From an optimization exercise on the open Yosys and OpenROAD flow, aimed at small area; shortcuts taken in it are not production practice.
The RTL was checked by simulation tests, not by an equivalence proof against the original design.
The clock input has no modelled driver; a real chip could not lean on it and would need a root buffer or a full tree.
Power is estimated from default activity; no workload was simulated.

==> 05-24: inputs <==
==> flow/design.v (excerpt) <==
module camctl (
    input  wire        clk,
    input  wire        rst,
    input  wire        cmd_valid,
    output wire        cmd_ready,
    input  wire [2:0]  cmd_op,
    input  wire [7:0]  cmd_addr,
    input  wire [7:0]  cmd_val,
    output wire        rsp_valid,
    output wire [1:0]  rsp_status,
    output wire [7:0]  rsp_code,
    output wire [7:0]  rsp_data,
    output wire        tr_req,
    output wire        tr_we,
    output wire [7:0]  tr_addr,
    output wire [7:0]  tr_wdata,
    input  wire        tr_done,
    input  wire        tr_fail,
    input  wire [7:0]  tr_rdata,
    output wire        log_valid,
    output wire [1:0]  log_kind,
    output wire [7:0]  log_data,
    input  wire        s_valid,
    input  wire [7:0]  s_data,
    input  wire        s_last,
    input  wire        s_restart,
    input  wire        cfg_varlen,
    input  wire [23:0] cfg_expected,
    output wire        q_valid,
    output wire [1:0]  q_outcome,
    output wire        q_close,
    output wire [11:0] q_len
);
    camctl_bus u_bus (
        .clk        (clk),
        .rst        (rst),
        .cmd_valid  (cmd_valid),
  ...
Settings: LEC_CHECK=0, CAP_MARGIN=20, CORE_MARGIN=2, CORE_UTILIZATION=65, SLEW_MARGIN=20; clock period 6.0 ns.
standard.sh (not shown) runs the stock make flow with config.mk's settings and CLKGATE_MAP_FILE= SYNTH_SCRIPT=/design/flow/synth_recipe.tcl, a recipe that flattens the netlist after the stock synthesis.
==> flow/flow/run.sh <==
#!/bin/bash
# Standard ORFS layout with three changes:
#  - after the standard synthesis, its combinational logic is re-mapped for
#    area by flow/resyn.tcl (registers untouched);
#  - ports get buf_1 buffers;
#  - the clock tree is two levels of buffers built by flow/cts_hook.tcl.
# Each tool's output goes to a log file in this folder.
set -euo pipefail
here=$(pwd)
lib=$FLOW_HOME/platforms/sky130hd/lib/sky130_fd_sc_hd__tt_025C_1v80.lib
res=$here/orfs/results/sky130hd/camctl/base

bash standard.sh synth > synth.log 2>&1

cp $res/1_2_yosys.v $here/std_synth.v
export RESYN_IN=$here/std_synth.v
export RESYN_OUT=$here/resyn.v
export RESYN_LIB=$lib
export RESYN_ABC=$here/flow/resyn.abc
export RESYN_DONT_USE="$(grep -o 'cell *( *"\?sky130_fd_sc_hd__\(lpflow\|probe\)[a-z0-9_]*' $lib | grep -o 'sky130_fd_sc_hd__[a-z0-9_]*' | sort -u | tr '\n' ' ')"
yosys -c $here/flow/resyn.tcl > resyn.log 2>&1
cp $here/resyn.v $res/1_2_yosys.v
rm -f $res/1_synth.odb $res/1_synth.sdc

export BUFFER_PORTS_ARGS="-buffer_cell sky130_fd_sc_hd__buf_1"
export PRE_CTS_TCL="$here/flow/cts_hook.tcl"
export MY_CTS_LEAVES=${MY_CTS_LEAVES:-10}
export MY_CTS_LEAF=${MY_CTS_LEAF:-sky130_fd_sc_hd__clkbuf_8}
export MY_CTS_ROOT=${MY_CTS_ROOT:-sky130_fd_sc_hd__clkbuf_8}
bash standard.sh > layout.log 2>&1
==> flow/flow/cts_hook.tcl <==
# Sourced by ORFS cts.tcl before its clock_tree_synthesis call (PRE_CTS_TCL).
# Replaces clock_tree_synthesis with a two-level tree: one root buffer on the
# clock port driving one leaf buffer per group of flip-flops (the
# placed clock pins split at medians into groups of nearly equal size).
# Every flip-flop is two buffers from the port.

proc clock_tree_synthesis { args } {
  set nleaf     [expr { [info exists ::env(MY_CTS_LEAVES)] ? $::env(MY_CTS_LEAVES) : 4 }]
  set leaf_cell [expr { [info exists ::env(MY_CTS_LEAF)] ? $::env(MY_CTS_LEAF) : "sky130_fd_sc_hd__clkbuf_8" }]
  set root_cell [expr { [info exists ::env(MY_CTS_ROOT)] ? $::env(MY_CTS_ROOT) : "sky130_fd_sc_hd__clkbuf_4" }]
  set db    [ord::get_db]
  set block [ord::get_db_block]
  set clk   [$block findNet clk]
  set sinks {}
  set xs {}
  set ys {}
  foreach it [$clk getITerms] {
    set loc [$it getAvgXY]
    lappend sinks $it
    lappend xs [lindex $loc 1]
    lappend ys [lindex $loc 2]
  }
  set n [llength $sinks]
  puts "my_cts: $n sinks, $nleaf leaves of $leaf_cell, root $root_cell"
  # split the largest group at its median along its wider side until there
  # are nleaf groups
  set all {}
  for { set i 0 } { $i < $n } { incr i } { lappend all $i }
  set groups [list $all]
  while { [llength $groups] < $nleaf } {
    set big 0
    for { set g 1 } { $g < [llength $groups] } { incr g } {
      if { [llength [lindex $groups $g]] > [llength [lindex $groups $big]] } { set big $g }
    }
    set members [lindex $groups $big]
    set gx {}
    set gy {}
    foreach i $members {
      lappend gx [lindex $xs $i]
      lappend gy [lindex $ys $i]
    }
    set wx [expr { [tcl::mathfunc::max {*}$gx] - [tcl::mathfunc::min {*}$gx] }]
    set wy [expr { [tcl::mathfunc::max {*}$gy] - [tcl::mathfunc::min {*}$gy] }]
    set keyed {}
    foreach i $members {
      lappend keyed [list $i [expr { $wx >= $wy ? [lindex $xs $i] : [lindex $ys $i] }]]
    }
    set sorted {}
    foreach e [lsort -integer -index 1 $keyed] { lappend sorted [lindex $e 0] }
    set h [expr { [llength $sorted] / 2 }]
    set groups [lreplace $groups $big $big \
      [lrange $sorted 0 [expr { $h - 1 }]] [lrange $sorted $h end]]
  }
  set nleaf [llength $groups]
  set asg [lrepeat $n 0]
  set cx {}
  set cy {}
  set sc {}
  set k 0
  foreach g $groups {
    set sx 0.0
    set sy 0.0
    foreach i $g {
      lset asg $i $k
      set sx [expr { $sx + [lindex $xs $i] }]
      set sy [expr { $sy + [lindex $ys $i] }]
    }
    lappend cx [expr { int($sx / [llength $g]) }]
    lappend cy [expr { int($sy / [llength $g]) }]
    lappend sc [llength $g]
    incr k
  }
  set root_master [$db findMaster $root_cell]
  set leaf_master [$db findMaster $leaf_cell]
  set root [odb::dbInst_create $block $root_master clkbuf_root]
  set rnet [odb::dbNet_create $block clknet_root]
  $rnet setSigType CLOCK
  [$root findITerm A] connect $clk
  [$root findITerm X] connect $rnet
  set ax 0.0
  set ay 0.0
  set used 0
  for { set k 0 } { $k < $nleaf } { incr k } {
    if { [lindex $sc $k] == 0 } { continue }
    set b [odb::dbInst_create $block $leaf_master clkbuf_leaf_$k]
    set net [odb::dbNet_create $block clknet_leaf_$k]
    $net setSigType CLOCK
    [$b findITerm A] connect $rnet
    [$b findITerm X] connect $net
    for { set i 0 } { $i < $n } { incr i } {
      if { [lindex $asg $i] == $k } {
        set it [lindex $sinks $i]
        $it disconnect
        $it connect $net
      }
    }
    $b setLocation [lindex $cx $k] [lindex $cy $k]
    $b setPlacementStatus PLACED
    set ax [expr { $ax + [lindex $cx $k] }]
    set ay [expr { $ay + [lindex $cy $k] }]
    incr used
    puts "my_cts: leaf $k at [lindex $cx $k] [lindex $cy $k] with [lindex $sc $k] sinks"
  }
  $root setLocation [expr { int($ax / $used) }] [expr { int($ay / $used) }]
  $root setPlacementStatus PLACED
  $clk setSigType CLOCK
  set_propagated_clock [all_clocks]
}
==> flow/flow/resyn.abc <==
strash
&get -n
&deepsyn -T 10 -S 1
&put
dch -f
&get -n
&nf
&put
==> flow/flow/resyn.tcl <==
# Yosys script (yosys -c): re-map the combinational logic of the standard
# synthesis netlist for area. Flip-flops and tie cells stay as they are, with
# their instance names, so the registers match the standard synthesis.
# Environment: RESYN_IN, RESYN_OUT (netlists), RESYN_LIB (liberty),
# RESYN_ABC (abc script), RESYN_DONT_USE (cells abc must not use).
yosys read_liberty -ignore_miss_func $::env(RESYN_LIB)
yosys read_verilog $::env(RESYN_IN)
yosys hierarchy -top camctl
yosys setattr -mod -set keep_hierarchy 1 sky130_fd_sc_hd__*df* sky130_fd_sc_hd__*dl* sky130_fd_sc_hd__conb_1
yosys flatten
yosys opt_clean -purge
set dont_use {}
foreach c $::env(RESYN_DONT_USE) { lappend dont_use -dont_use $c }
yosys abc -liberty $::env(RESYN_LIB) {*}$dont_use -script $::env(RESYN_ABC)
yosys opt_clean -purge
yosys read_liberty -lib -overwrite -ignore_miss_func $::env(RESYN_LIB)
yosys hilomap -singleton -hicell sky130_fd_sc_hd__conb_1 HI -locell sky130_fd_sc_hd__conb_1 LO
yosys insbuf -buf sky130_fd_sc_hd__buf_4 A X
yosys select camctl
yosys stat -liberty $::env(RESYN_LIB)
yosys check -assert
yosys write_verilog -noattr -nohex -nodec -selected $::env(RESYN_OUT)
==> 06-16 (differences from 05-24) <==
==> flow/flow/run.sh (replaced) <==
#!/bin/bash
# Standard ORFS layout with three changes:
#  - after the standard synthesis, its combinational logic is re-mapped for
#    area by flow/resyn.tcl (registers untouched), with each flow/resyn_*.abc
#    script; the smallest netlist whose pre-layout setup slack is at least
#    0.6 ns is laid out (the standard netlist if none is);
#  - ports get buf_1 buffers;
#  - the clock tree is two levels of buffers built by flow/cts_hook.tcl.
# Each tool's output goes to a log file in this folder.
set -euo pipefail
here=$(pwd)
platform=$FLOW_HOME/platforms/sky130hd
lib=$platform/lib/sky130_fd_sc_hd__tt_025C_1v80.lib
res=$here/orfs/results/sky130hd/camctl/base

bash standard.sh synth > synth.log 2>&1

cp $res/1_2_yosys.v $here/std_synth.v
dont_use="$(grep -o 'cell *( *"\?sky130_fd_sc_hd__\(lpflow\|probe\)[a-z0-9_]*' $lib | grep -o 'sky130_fd_sc_hd__[a-z0-9_]*' | sort -u | tr '\n' ' ')"
for abc in $here/flow/resyn_*.abc; do
    c=$(basename $abc .abc)
    (
        RESYN_IN=$here/std_synth.v RESYN_OUT=$here/$c.v RESYN_LIB=$lib RESYN_ABC=$abc \
        RESYN_DONT_USE="$dont_use" yosys -c $here/flow/resyn.tcl > $c.log 2>&1 || true
    ) &
done
wait
best=$here/std_synth.v
best_area=
for abc in $here/flow/resyn_*.abc; do
    c=$(basename $abc .abc)
    [[ -s $here/$c.v ]] || continue
    area=$(grep "Chip area for module '\\\\camctl'" $c.log | tail -1 | awk '{print $NF}')
    STA_NETLIST=$here/$c.v STA_PLATFORM=$platform STA_SDC=$here/constraint.sdc \
        openroad -no_init -exit $here/flow/sta.tcl > $c.sta.log 2>&1 || true
    slack=$(grep '^slack' $c.sta.log | awk '{print $2}')
    echo "$c area $area slack $slack" >> choice.log
    [[ -n "$area" && -n "$slack" ]] || continue
    if awk -v s=$slack 'BEGIN { exit !(s >= 0.6) }' &&
       { [[ -z "$best_area" ]] || awk -v a=$area -v b=$best_area 'BEGIN { exit !(a < b) }'; }; then
        best=$here/$c.v
        best_area=$area
    fi
done
echo "chosen $best" >> choice.log
cp $best $res/1_2_yosys.v
rm -f $res/1_synth.odb $res/1_synth.sdc

export BUFFER_PORTS_ARGS="-buffer_cell sky130_fd_sc_hd__buf_1"
export PRE_CTS_TCL="$here/flow/cts_hook.tcl"
export MY_CTS_LEAVES=${MY_CTS_LEAVES:-8}
export MY_CTS_LEAF=${MY_CTS_LEAF:-sky130_fd_sc_hd__clkbuf_8}
export MY_CTS_ROOT=${MY_CTS_ROOT:-sky130_fd_sc_hd__clkbuf_4}
bash standard.sh > layout.log 2>&1
--- a/flow/flow/cts_hook.tcl
+++ b/flow/flow/cts_hook.tcl
@@ -22,17 +22,19 @@
   }
   set n [llength $sinks]
   puts "my_cts: $n sinks, $nleaf leaves of $leaf_cell, root $root_cell"
-  # split the largest group at its median along its wider side until there
-  # are nleaf groups
+  # split the clock pins at medians, along the wider side of each group,
+  # into nleaf groups of nearly equal size
   set all {}
   for { set i 0 } { $i < $n } { incr i } { lappend all $i }
-  set groups [list $all]
-  while { [llength $groups] < $nleaf } {
-    set big 0
-    for { set g 1 } { $g < [llength $groups] } { incr g } {
-      if { [llength [lindex $groups $g]] > [llength [lindex $groups $big]] } { set big $g }
+  set todo [list [list $all $nleaf]]
+  set groups {}
+  while { [llength $todo] > 0 } {
+    lassign [lindex $todo 0] members k
+    set todo [lrange $todo 1 end]
+    if { $k <= 1 } {
+      lappend groups $members
+      continue
     }
-    set members [lindex $groups $big]
     set gx {}
     set gy {}
     foreach i $members {
@@ -47,9 +49,10 @@
     }
     set sorted {}
     foreach e [lsort -integer -index 1 $keyed] { lappend sorted [lindex $e 0] }
-    set h [expr { [llength $sorted] / 2 }]
-    set groups [lreplace $groups $big $big \
-      [lrange $sorted 0 [expr { $h - 1 }]] [lrange $sorted $h end]]
+    set k1 [expr { $k / 2 }]
+    set h [expr { [llength $sorted] * $k1 / $k }]
+    lappend todo [list [lrange $sorted 0 [expr { $h - 1 }]] $k1]
+    lappend todo [list [lrange $sorted $h end] [expr { $k - $k1 }]]
   }
   set nleaf [llength $groups]
   set asg [lrepeat $n 0]
==> flow/flow/resyn_amap.abc (new file) <==
strash
&get -n
&deepsyn -T 10 -S 1
&put
dch -f
amap
==> flow/flow/resyn_nf.abc (new file) <==
strash
&get -n
&deepsyn -T 10 -S 1
&put
dch -f
&get -n
&nf
&put
==> flow/flow/resyn_nfr.abc (new file) <==
strash
&get -n
&deepsyn -T 10 -S 1
&put
dch -f
&get -n
&nf -R 1000
&put
==> flow/flow/sta.tcl (new file) <==
# Pre-layout setup slack of a netlist (no wires, ideal clock), to choose
# among re-mapped netlists. Environment: STA_NETLIST, STA_PLATFORM (the
# platform folder), STA_SDC.
set p $::env(STA_PLATFORM)
read_lef $p/lef/sky130_fd_sc_hd.tlef
read_lef $p/lef/sky130_fd_sc_hd_merged.lef
read_liberty $p/lib/sky130_fd_sc_hd__tt_025C_1v80.lib
read_verilog $::env(STA_NETLIST)
link_design camctl
read_sdc $::env(STA_SDC)
puts "slack [sta::format_time [sta::worst_slack_cmd max] 3]"
- CORE_UTILIZATION: 65 -> 72
removed: flow/flow/resyn.abc
==> 11-22 (differences from 05-24) <==
--- a/flow/flow/run.sh
+++ b/flow/flow/run.sh
@@ -24,7 +24,7 @@
 
 export BUFFER_PORTS_ARGS="-buffer_cell sky130_fd_sc_hd__buf_1"
 export PRE_CTS_TCL="$here/flow/cts_hook.tcl"
-export MY_CTS_LEAVES=${MY_CTS_LEAVES:-10}
+export MY_CTS_LEAVES=${MY_CTS_LEAVES:-8}
 export MY_CTS_LEAF=${MY_CTS_LEAF:-sky130_fd_sc_hd__clkbuf_8}
-export MY_CTS_ROOT=${MY_CTS_ROOT:-sky130_fd_sc_hd__clkbuf_8}
+export MY_CTS_ROOT=${MY_CTS_ROOT:-sky130_fd_sc_hd__clkbuf_4}
 bash standard.sh > layout.log 2>&1
--- a/flow/flow/cts_hook.tcl
+++ b/flow/flow/cts_hook.tcl
@@ -22,17 +22,19 @@
   }
   set n [llength $sinks]
   puts "my_cts: $n sinks, $nleaf leaves of $leaf_cell, root $root_cell"
-  # split the largest group at its median along its wider side until there
-  # are nleaf groups
+  # split the clock pins at medians, along the wider side of each group,
+  # into nleaf groups of nearly equal size
   set all {}
   for { set i 0 } { $i < $n } { incr i } { lappend all $i }
-  set groups [list $all]
-  while { [llength $groups] < $nleaf } {
-    set big 0
-    for { set g 1 } { $g < [llength $groups] } { incr g } {
-      if { [llength [lindex $groups $g]] > [llength [lindex $groups $big]] } { set big $g }
+  set todo [list [list $all $nleaf]]
+  set groups {}
+  while { [llength $todo] > 0 } {
+    lassign [lindex $todo 0] members k
+    set todo [lrange $todo 1 end]
+    if { $k <= 1 } {
+      lappend groups $members
+      continue
     }
-    set members [lindex $groups $big]
     set gx {}
     set gy {}
     foreach i $members {
@@ -47,9 +49,10 @@
     }
     set sorted {}
     foreach e [lsort -integer -index 1 $keyed] { lappend sorted [lindex $e 0] }
-    set h [expr { [llength $sorted] / 2 }]
-    set groups [lreplace $groups $big $big \
-      [lrange $sorted 0 [expr { $h - 1 }]] [lrange $sorted $h end]]
+    set k1 [expr { $k / 2 }]
+    set h [expr { [llength $sorted] * $k1 / $k }]
+    lappend todo [list [lrange $sorted 0 [expr { $h - 1 }]] $k1]
+    lappend todo [list [lrange $sorted $h end] [expr { $k - $k1 }]]
   }
   set nleaf [llength $groups]
   set asg [lrepeat $n 0]
- CORE_UTILIZATION: 65 -> 80
==> qor summary <==
| item | 05-24 | 11-22 | 06-16 |
|---|---|---|---|
| Worst-case clock skew | 37.7 ps | - | 14.8 ps |
| Cell leakage power | 0.00238 uW | - | 0.00226 uW |
| Sum of negative setup slack | 0 ps | - | 0 ps |
| Tap cell count | 111 | - | 105 |
| Combinational share of power | 29.3% | - | 32.9% |
| CP max stage delay | 390 ps | - | 410 ps |
| Non-CTS inverters | 44 | - | 119 |
| Synthesized net count | 689 | 689 | 746 |
| Max_slew headroom | 41.5% | - | 35.9% |
| Worst Hold Class | flip-flop to flip-flop | - | flip-flop to flip-flop |
| Outcome | no timing/DRC/antenna violations | aborted with a tool error | no timing/DRC/antenna violations |
| Last stage reached | - | 3_3_place_gp | - |
| Share of the final layout cell area in multi-input gates | 37.0% | - | 32.8% |
| Maxcap violations | 0 | - | 0 |
| Worst Path Required | 4800 ps | - | 6370 ps |
| Cell depth of the worst min-delay path | 0 | - | 0 |
| Seq pwr | 1200 uW | - | 1140 uW |
| Fraction of final layout cells sized beyond drive strength 1 | 2.22% | - | 2.44% |
| Die width | 101 um | 91.5 um | 96.0 um |
| Placer's final routability congestion estimate | 0.946 | - | 0.968 |
| Iter 0 DRT Violations | 413 | - | 564 |
| Instance count on the critical path | 10 | - | 28 |
| Hold wc startpoint | u_rx.pts[25]$_DFFE_PP_ | - | u_rx.pts[31]$_DFFE_PP_ |
| Clock-pin slew reported for the worst setup and hold paths after clock tree synthesis | 50 ps | - | 100 ps |
| # DRC | 0 | - | 0 |
The clock cells of 05-24 and 06-16 come from the design's own scripts or RTL, not from TritonCTS.

==> what the ideal ports hide <==
Ports are ideal in the flow. The routed layouts listed here were re-timed in OpenROAD.
Step 1 sets driving cells, clkbuf_16 on the clock port and buf_2 on the other inputs (assumed; they add their load-dependent delay and slew).
Step 2 times the ports against the registers' clock, not the clock port: input delays grow and output delays shrink by t, the midpoint of the rising clock arrivals with the driver on.
a / b / c = no drivers / after step 1 / after step 2; a / b = the first two.
run	shift t [ns]	setup WS [ns]	hold slack, ns	clock arrival spread, ns	slew at the worst register clock pin (ns)
05-24	0.426	1.517 / 1.495 / 1.495	0.443 / 0.443 / 0.443	0.049 / 0.049	0.11 / 0.11
06-16	0.504	0.740 / 0.740 / 0.353	0.462 / 0.462 / 0.462	0.019 / 0.019	0.11 / 0.11
After both steps every run listed still meets setup and hold. The setup slack of 06-16, which loses most, moves by 0.000 ns with the drivers and by -0.387 ns with both steps.
